Background: an optimization exercise with open tools, aiming at small area. Do not read the settings as production practice. Function was checked by simulation only, so behaviour that the tests miss may differ from the original. Power figures rest on the tool's default switching activity, not on a simulated workload.

==> design/flow/design.v <==
module mce #(
    parameter W_T = 32,                   
    parameter W_U = 16,                   
    parameter W_A = 16                    
) (
    input  wire           clk,
    input  wire           rst,            
    input  wire [W_T-1:0] NOW,
    input  wire [1:0]     CMD,
    input  wire [W_U-1:0] UNIT_IN,
    input  wire [7:0]     PAT_IN,
    input  wire [W_A-1:0] MSG_BASE,
    input  wire [7:0]     MSG_DATA,
    input  wire [7:0]     ROM_CHAR,
    input  wire [7:0]     DEC_PAT,
    output wire           TONE_ON,
    output wire           BUSY,
    output wire [W_A-1:0] MSG_ADDR,
    output wire [7:0]     ROM_PAT,
    output wire           DEC_SPACE,
    output wire           DEC_NOSTART,
    output wire [2:0]     DEC_LEN,
    output wire [6:0]     DEC_ELEMS
);
    localparam [2:0] IDLE               = 3'd0;
    localparam [2:0] SEND_DIT           = 3'd1;
    localparam [2:0] SEND_DAH           = 3'd2;
    localparam [2:0] SEND_INTER_ELEMENT = 3'd3;
    localparam [2:0] SPACE_WAIT         = 3'd4;
    localparam [2:0] CHAR_GAP           = 3'd5;
    localparam [1:0] CMD_PLAY = 2'b01;
    localparam [1:0] CMD_SEND = 2'b10;
    localparam MODE_CHAR = 1'b0;
    localparam MODE_MSG  = 1'b1;
    localparam [7:0] SPACE_PATTERN = 8'hEF;
    localparam [7:0] MSG_TERM      = 8'h00;
    localparam [7:0] PAT_STAR      = 8'hCA;    
    localparam [7:0] PAT_HASH      = 8'h80;    
    localparam [2:0] DIT_UNITS      = 3'd1;
    localparam [2:0] DAH_UNITS      = 3'd3;
    localparam [2:0] IEG_UNITS      = 3'd1;
    localparam [2:0] SPACE_UNITS    = 3'd4;
    localparam [2:0] CHAR_GAP_UNITS = 3'd2;
    function [7:0] lookup;
        input [7:0] c;
        begin
            case (c)
                8'h41: lookup = 8'hF9;   
                8'h42: lookup = 8'hE8;   
                8'h43: lookup = 8'hEA;   
                8'h44: lookup = 8'hF4;   
                8'h45: lookup = 8'hFC;   
                8'h46: lookup = 8'hE2;   
                8'h47: lookup = 8'hF6;   
                8'h48: lookup = 8'hE0;   
                8'h49: lookup = 8'hF8;   
                8'h4A: lookup = 8'hE7;   
                8'h4B: lookup = 8'hF5;   
                8'h4C: lookup = 8'hE4;   
                8'h4D: lookup = 8'hFB;   
                8'h4E: lookup = 8'hFA;   
                8'h4F: lookup = 8'hF7;   
                8'h50: lookup = 8'hE6;   
                8'h51: lookup = 8'hED;   
                8'h52: lookup = 8'hF2;   
                8'h53: lookup = 8'hF0;   
                8'h54: lookup = 8'hFD;   
                8'h55: lookup = 8'hF1;   
                8'h56: lookup = 8'hE1;   
                8'h57: lookup = 8'hF3;   
                8'h58: lookup = 8'hE9;   
                8'h59: lookup = 8'hEB;   
                8'h5A: lookup = 8'hEC;   
                8'h30: lookup = 8'hDF;   
                8'h31: lookup = 8'hCF;   
                8'h32: lookup = 8'hC7;   
                8'h33: lookup = 8'hC3;   
                8'h34: lookup = 8'hC1;   
                8'h35: lookup = 8'hC0;   
                8'h36: lookup = 8'hD0;   
                8'h37: lookup = 8'hD8;   
                8'h38: lookup = 8'hDC;   
                8'h39: lookup = 8'hDE;   
                8'h20: lookup = SPACE_PATTERN;   
                8'h2F: lookup = 8'hD2;   
                8'h3F: lookup = 8'h8C;   
                8'h2A: lookup = PAT_STAR;        
                8'h23: lookup = PAT_HASH;        
                default: lookup = SPACE_PATTERN;
            endcase
        end
    endfunction
    function is_space;
        input [7:0] p;
        is_space = (p == SPACE_PATTERN);
    endfunction
    function [2:0] startpos;
        input [7:0] p;
        integer i;
        begin
            startpos = 3'd0;
            for (i = 0; i < 8; i = i + 1)
                if (!p[i])
                    startpos = i[2:0];
        end
    endfunction
    function has_start;
        input [7:0] p;
        has_start = (p != 8'hFF);
    endfunction
    function [2:0] nelem;
        input [7:0] p;
        begin
            if (is_space(p) || !has_start(p))
                nelem = 3'd0;
            else
                nelem = startpos(p);
        end
    endfunction
    function [W_T-1:0] dl;
        input [W_T-1:0] now;
        input [2:0]     n;
        input [W_U-1:0] u;
        dl = now + n * u;
    endfunction
    reg [2:0]     ctl;
    reg           mode;
    reg [7:0]     pattern;
    reg [2:0]     idx;
    reg [W_U-1:0] unit;
    reg [W_T-1:0] deadline;
    reg [W_A-1:0] msg_ptr;
    reg           tone;
    reg [2:0]     ctl_n;
    reg           mode_n;
    reg [7:0]     pattern_n;
    reg [2:0]     idx_n;
    reg [W_U-1:0] unit_n;
    reg [W_T-1:0] deadline_n;
    reg [W_A-1:0] msg_ptr_n;
    reg           tone_n;
    wire expired = (NOW >= deadline);
    task start_elem;
        input [7:0]     p;
        input [2:0]     i;
        input [W_U-1:0] u;
        begin
            tone_n = 1'b1;
            if (!p[i]) begin
                deadline_n = dl(NOW, DIT_UNITS, u);
                ctl_n      = SEND_DIT;
            end else begin
                deadline_n = dl(NOW, DAH_UNITS, u);
                ctl_n      = SEND_DAH;
            end
        end
    endtask
    task finish_char;
        input           m;
        input [W_U-1:0] u;
        begin
            if (m == MODE_CHAR) begin
                ctl_n = IDLE;
            end else begin
                deadline_n = dl(NOW, CHAR_GAP_UNITS, u);
                ctl_n      = CHAR_GAP;
            end
        end
    endtask
    task begin_char;
        input [7:0]     p;
        input           m;
        input [W_U-1:0] u;
        begin
            pattern_n = p;
            if (is_space(p)) begin
                deadline_n = dl(NOW, SPACE_UNITS, u);
                ctl_n      = SPACE_WAIT;
            end else if (nelem(p) == 3'd0) begin
                finish_char(m, u);
            end else begin
                idx_n = nelem(p) - 3'd1;
                start_elem(p, nelem(p) - 3'd1, u);
            end
        end
    endtask
    task fetch;
        input [W_A-1:0] a;
        input [W_U-1:0] u;
        begin
            if (MSG_DATA == MSG_TERM) begin
                ctl_n = IDLE;
            end else begin
                msg_ptr_n = a + 1'b1;
                begin_char(lookup(MSG_DATA), MODE_MSG, u);
            end
        end
    endtask
    always @* begin
        ctl_n      = ctl;
        mode_n     = mode;
        pattern_n  = pattern;
        idx_n      = idx;
        unit_n     = unit;
        deadline_n = deadline;
        msg_ptr_n  = msg_ptr;
        tone_n     = tone;
        case (ctl)
            IDLE: begin
                if (CMD == CMD_PLAY) begin
                    mode_n = MODE_CHAR;
                    unit_n = UNIT_IN;
                    begin_char(PAT_IN, MODE_CHAR, UNIT_IN);
                end else if (CMD == CMD_SEND) begin
                    mode_n    = MODE_MSG;
                    unit_n    = UNIT_IN;
                    msg_ptr_n = MSG_BASE;
                    fetch(MSG_BASE, UNIT_IN);
                end
            end
            SEND_DIT, SEND_DAH: begin
                if (expired) begin
                    tone_n     = 1'b0;
                    deadline_n = dl(NOW, IEG_UNITS, unit);
                    ctl_n      = SEND_INTER_ELEMENT;
                end
            end
            SEND_INTER_ELEMENT: begin
                if (expired) begin
                    if (idx == 3'd0) begin
                        finish_char(mode, unit);
                    end else begin
                        idx_n = idx - 3'd1;
                        start_elem(pattern, idx - 3'd1, unit);
                    end
                end
            end
            SPACE_WAIT: begin
                if (expired)
                    finish_char(mode, unit);
            end
            CHAR_GAP: begin
                if (expired)
                    fetch(msg_ptr, unit);
            end
            default: ;
        endcase
    end
    always @(posedge clk) begin
        if (rst) begin
            ctl      <= IDLE;
            mode     <= MODE_CHAR;
            pattern  <= SPACE_PATTERN;
            idx      <= 3'd0;
            unit     <= {W_U{1'b0}};
            deadline <= {W_T{1'b0}};
            msg_ptr  <= {W_A{1'b0}};
            tone     <= 1'b0;
        end else begin
            ctl      <= ctl_n;
            mode     <= mode_n;
            pattern  <= pattern_n;
            idx      <= idx_n;
            unit     <= unit_n;
            deadline <= deadline_n;
            msg_ptr  <= msg_ptr_n;
            tone     <= tone_n;
        end
    end
    assign TONE_ON  = tone;
    assign BUSY     = (ctl != IDLE);
    assign MSG_ADDR = (ctl == IDLE) ? MSG_BASE : msg_ptr;
    assign ROM_PAT = lookup(ROM_CHAR);
    assign DEC_SPACE   = is_space(DEC_PAT);
    assign DEC_NOSTART = !has_start(DEC_PAT);
    assign DEC_LEN     = nelem(DEC_PAT);
    assign DEC_ELEMS   = DEC_PAT[6:0] & ~({7{1'b1}} << DEC_LEN);
endmodule
==> design/flow/run.sh <==
#!/bin/bash
# synth_recipe.tcl (not shown) runs the flow's synth.tcl, then flattens the netlist and writes it again
# the make line also repeats each setting of config.mk as NAME=value (left out here)
make -C /OpenROAD-flow-scripts/flow DESIGN_CONFIG=/design/flow/config.mk WORK_HOME=/design/flow/orfs CLKGATE_MAP_FILE= SYNTH_SCRIPT=/design/flow/synth_recipe.tcl finish
==> design/flow/config.mk <==
export PLATFORM = sky130hd
export DESIGN_NAME = mce
export DESIGN_NICKNAME = mce
export VERILOG_FILES = /design/flow/design.v
export SDC_FILE = /design/flow/constraint.sdc
export NUM_CORES = 4
export LEC_CHECK = 0
export CAP_MARGIN = 20
export CORE_MARGIN = 2
export CORE_UTILIZATION = 40
export SLEW_MARGIN = 20
==> design/flow/constraint.sdc <==
create_clock -name core_clock -period 8.0 [get_ports {clk}]
set_input_delay 1.6000 -clock core_clock [delete_from_list [all_inputs] [get_ports {clk}]]
set_output_delay 1.6000 -clock core_clock [all_outputs]
set_load 0.01 [all_outputs]
==> results.yml <==
setup_path:
  path_buf_inv: 3
  cp.arrival_ns: 7.19
  r2r_start: "unit[7]$_SDFFE_PP0P_"
  ff2ff_setup_slack_ns: 3.16
  crit_path_end_kind: "flip-flop"
  path_delay_family: "compound AO/OA/AOI/OAI gates"
  path_class: "input pin to flip-flop"
  start_kind: "input pin"
  path_cells: "clkdlybuf4s50_1, inv_1, ha_1, o22ai_1, a2111oi_4, o21ai_1, o211ai_2, nand2_1, ha_1, mux2_2, and4_4, nor3_4, buf_4, mux2_2, o21ai_0, nand2_1, a32oi_1"
  reg2reg_depth: 13
  reg2reg_to: "deadline[26]$_SDFFE_PP0P_"
  cpPeakStageDelay_ns: 0.91
  crit_slowest_cell: "nor3_4"
  cp-startpoint: "MSG_DATA[1]"
  crit_required_ns: 8.32
  path_max_fanout: 16
min_path:
  min_from: "pattern[6]$_SDFFE_PP1P_"
  min_path_cells: 1
  min_to: "pattern[6]$_SDFFE_PP1P_"
  hold_path_class: "flip-flop to flip-flop"
power:
  p_int_uw: 2460
  p_seq_share_pct: 11.9
  switching_share_pct: 58.6
  netSwitchingPower_uw: 3480
  p_per_area_nw_per_um2: 276
  pwr-share-comb_pct: 80.0
  pwr-share-clk_pct: 8.1
  ir_drop_mv: 0.194
  leakage_uw: 0.00839
routing:
  routed_wl_microns: 88900
  drt-initial-drc-count: 2618
  routedWlPerCell_microns: 25.9
  num_vias: 22400
  via_per_inst: 6.54
  first_pass_iters: 7
  drcViolationCount: 0
  drtAntennaViolNets: 0
timing:
  hold_viol_final: 0
  maxSlewViolCount: 0
  setup_tns_ns: 0
  fin_crit_sh_pct: 85.9
  fin_skew_ns: 0.0114
  finalCriticalPeriod_ns: 6.87
  tightest_slew_ns: 1.21
  relSlewSlack_pct: 19.2
  finalSetupViolCount: 0
  rsz0062_at_grt: "false"
  clock.fmax_ghz: 0.146
final_layout:
  fill_cells: 4836
  fin_util_pct: 45.4
  stdcell_area_sq_um: 21600
  nets: 3136
  antenna_cells: 0
  syn_to_final_growth_pct: 12.4
  drive_above_1_share_pct: 5.68
  multi_input_area_sq_um: 16600
  seqCellArea_sq_um: 1600
grt:
  grt.overflow.total: 0
  grt_pass1_wl_microns: 132000
  grt_max_degree: 65
  grt_pass1_vias: 20900
  grt_antenna_before_repair: 1
  track_usage_pct: 34.7
clock_network:
  cts_setup_buffers: 0
  cts.clk_slew.worst_paths_ns: 0.08
  cts_made_buffers: 9
  cts-root-buf: "clkbuf_16"
  tritoncts: "done"
  clock-sinks: 80
  cts-resized-gates: 0
  cts-hold-fix-buffers: 0
  htreeDepth: 3
  clock_latency_ns: 0.40
  cts_buffer_depth: 2
floorplan:
  dieHeight_microns: 223
  ios: 138
  rows: 80
  core_area_sq_um: 47500
  die_area_sq_um: 49800
  start_util_pct: 40.4
  die_w_microns: 223
flow_run:
  cap_viol_max_count: 0
yosys:
  ys_top_cells_by_count: "nand2_1, a21oi_1, nor2_1, o21ai_0, ha_1"
  yosysTopAreaCellShare_pct: 12.0
  synth_cell_type_count: 104
  ys_seq_elements: 80
  yosysSeqAreaShare_pct: 8.34
  synth.avg_cell_area_sq_um: 6.99
  synth.top_cells.by_area: "ha_1, dfxtp_1, nand2_1"
  ys.flop_type: "dfxtp_1"
  synthCells: 2745
  syn_nets: 3067
  syn_area_sq_um: 19200
  synth_top_area_cell: "ha_1"
  synth_warnings: 1
  async_flop_share_pct: 0
  synth-edff-count: 0
  yosysMostFrequentCell: "nand2_1"
placed_design:
  place_area_sq_um: 21300
  port_buffers: 136
  dp.final_hpwl_microns: 67200
  place.gp.congestion: 1.02
outcome:
  outcome: "finished clean"
-- registers in the layout (all words and copies together), names as in the netlist --
signal,flops
ctl,3
deadline,32
idx,3
mode,1
msg_ptr,16
pattern,8
tone,1
unit,16
-- final cells by class --
| cell class | instances | share of cell area, % |
|---|---|---|
| well taps | 615 | 3.56 |
| inverters | 116 | 2.02 |
| multi-input cells | 2404 | 76.9 |
| repair buffers | 203 | 8.67 |
| flip-flops and latches | 80 | 7.42 |
| clock buffers | 10 | 1.11 |
| clock inverters | 5 | 0.301 |
-- worst register-to-register path: stages, from the launching register on --
cell and delay [ns]:
dfxtp_1 0.57, fa_1 0.54, ha_1 0.42, a21oi_1 0.50
a21oi_1 0.23, o21ai_0 0.33, o2111ai_1 0.60, nor2_1 0.35
a211oi_1 0.09, xor2_1 0.22, o21ai_0 0.10, a221oi_1 0.30
a211oi_1 0.10, a2111oi_1 0.38
-- placed cells by master (no fill, tap or decap), types with 25 or more instances in the layout --
master and instances:
nand3_1 77, o21a_1 39, a21o_1 62, ha_1 183, o22ai_1 31, and3_1 25, nor2_1 227, a211oi_1 61
a31oi_1 40, clkdlybuf4s50_1 135, o21ai_0 212, fa_1 38, dfxtp_1 79, o211ai_1 41, nand2b_1 45, buf_4 66
nand4_1 28, a21oi_1 235, mux2i_1 71, xnor2_1 107, nand2_1 327, nor3_1 55, inv_1 114, xor2_1 78
-- layer usage --
metal	track usage (%)	vias to the layer above	share of wire [%]
met4	16.8	0	5.3
met5	0	-	0
met1	46.7	10600	42
met3	7.86	259	11
li1	-	10300	-
met2	52.3	1222	42
-- power by group through the flow --
stage	registers, uW	logic, uW	clock network (uW)
4_1_cts	703	4600	491
3_5_place_dp	712	4570	0
2_1_floorplan	622	2970	0
5_1_grt	727	5060	498
3_3_place_gp	708	4530	0
6_report	707	4760	482
-- worst max path at each step --
stage / endpoint / slack, ns / cells past startpoint
finish: deadline[9]$_SDFFE_PP0P_ / 1.13 / 17
global route: deadline[9]$_SDFFE_PP0P_ / 0.94 / 17
CTS: deadline[9]$_SDFFE_PP0P_ / 1.24 / 17
detailed placement: deadline[9]$_SDFFE_PP0P_ / 0.85 / 17
global placement: deadline[9]$_SDFFE_PP0P_ / 0.87 / 17
floorplan: deadline[21]$_SDFFE_PP0P_ / 2.48 / 17
-- cell families (layout without fill, tap and decap cells) --
logic type | after synthesis | count (layout) | share of synthesized area, %
buf+inv | 261 | 334 | 5.55
fa+ha+maj | 224 | 224 | 16.1
flops | 80 | 80 | 8.34
mux | 94 | 94 | 5.16
compound gates | 980 | 980 | 33.8
other cells | 1 | 1 | 0.0195
simple gates | 920 | 920 | 22.7
xor+xnor | 185 | 185 | 8.44
-- stage by stage --
step                      cells  total power [uW]  hold slack (ns)  worst slack, ns
after global routing       3433              6290            0.481            0.939
final                      3433              5950            0.467             1.13
after CTS                  3433              5790            0.466             1.24
after detailed placement   3418              5280            0.450            0.846
after global placement     3418              5240            0.440            0.874
after floorplan            2745              3600            0.430             2.48

[re-timing with driven ports]
Ports are ideal in the flow. The routed layout listed here was re-timed in OpenROAD. Step 1 (the two cells are an assumption about what drives the block):
set clk [get_ports {clk}]
set_driving_cell -lib_cell sky130_fd_sc_hd__clkbuf_16 $clk
set_driving_cell -lib_cell sky130_fd_sc_hd__buf_2 [delete_from_list [all_inputs] $clk]
Step 2, shift: input delay + t, output delay - t, t = (earliest + latest rising clock arrival at the registers) / 2. This alone moves slack from input paths to output paths. Three values: ideal, step 1, step 2; two values: the first two.
t (ns): 0.448
setup WS [ns]: 1.131 / 1.164 / 0.717
worst setup path after step 2: input to register
worst register clock-pin slew, ns: 0.08 / 0.08
cell pins on the clock port's net: 1
After both steps this run still meets setup and hold. The setup slack of this run moves by +0.033 ns with the drivers and by -0.414 ns with both steps.
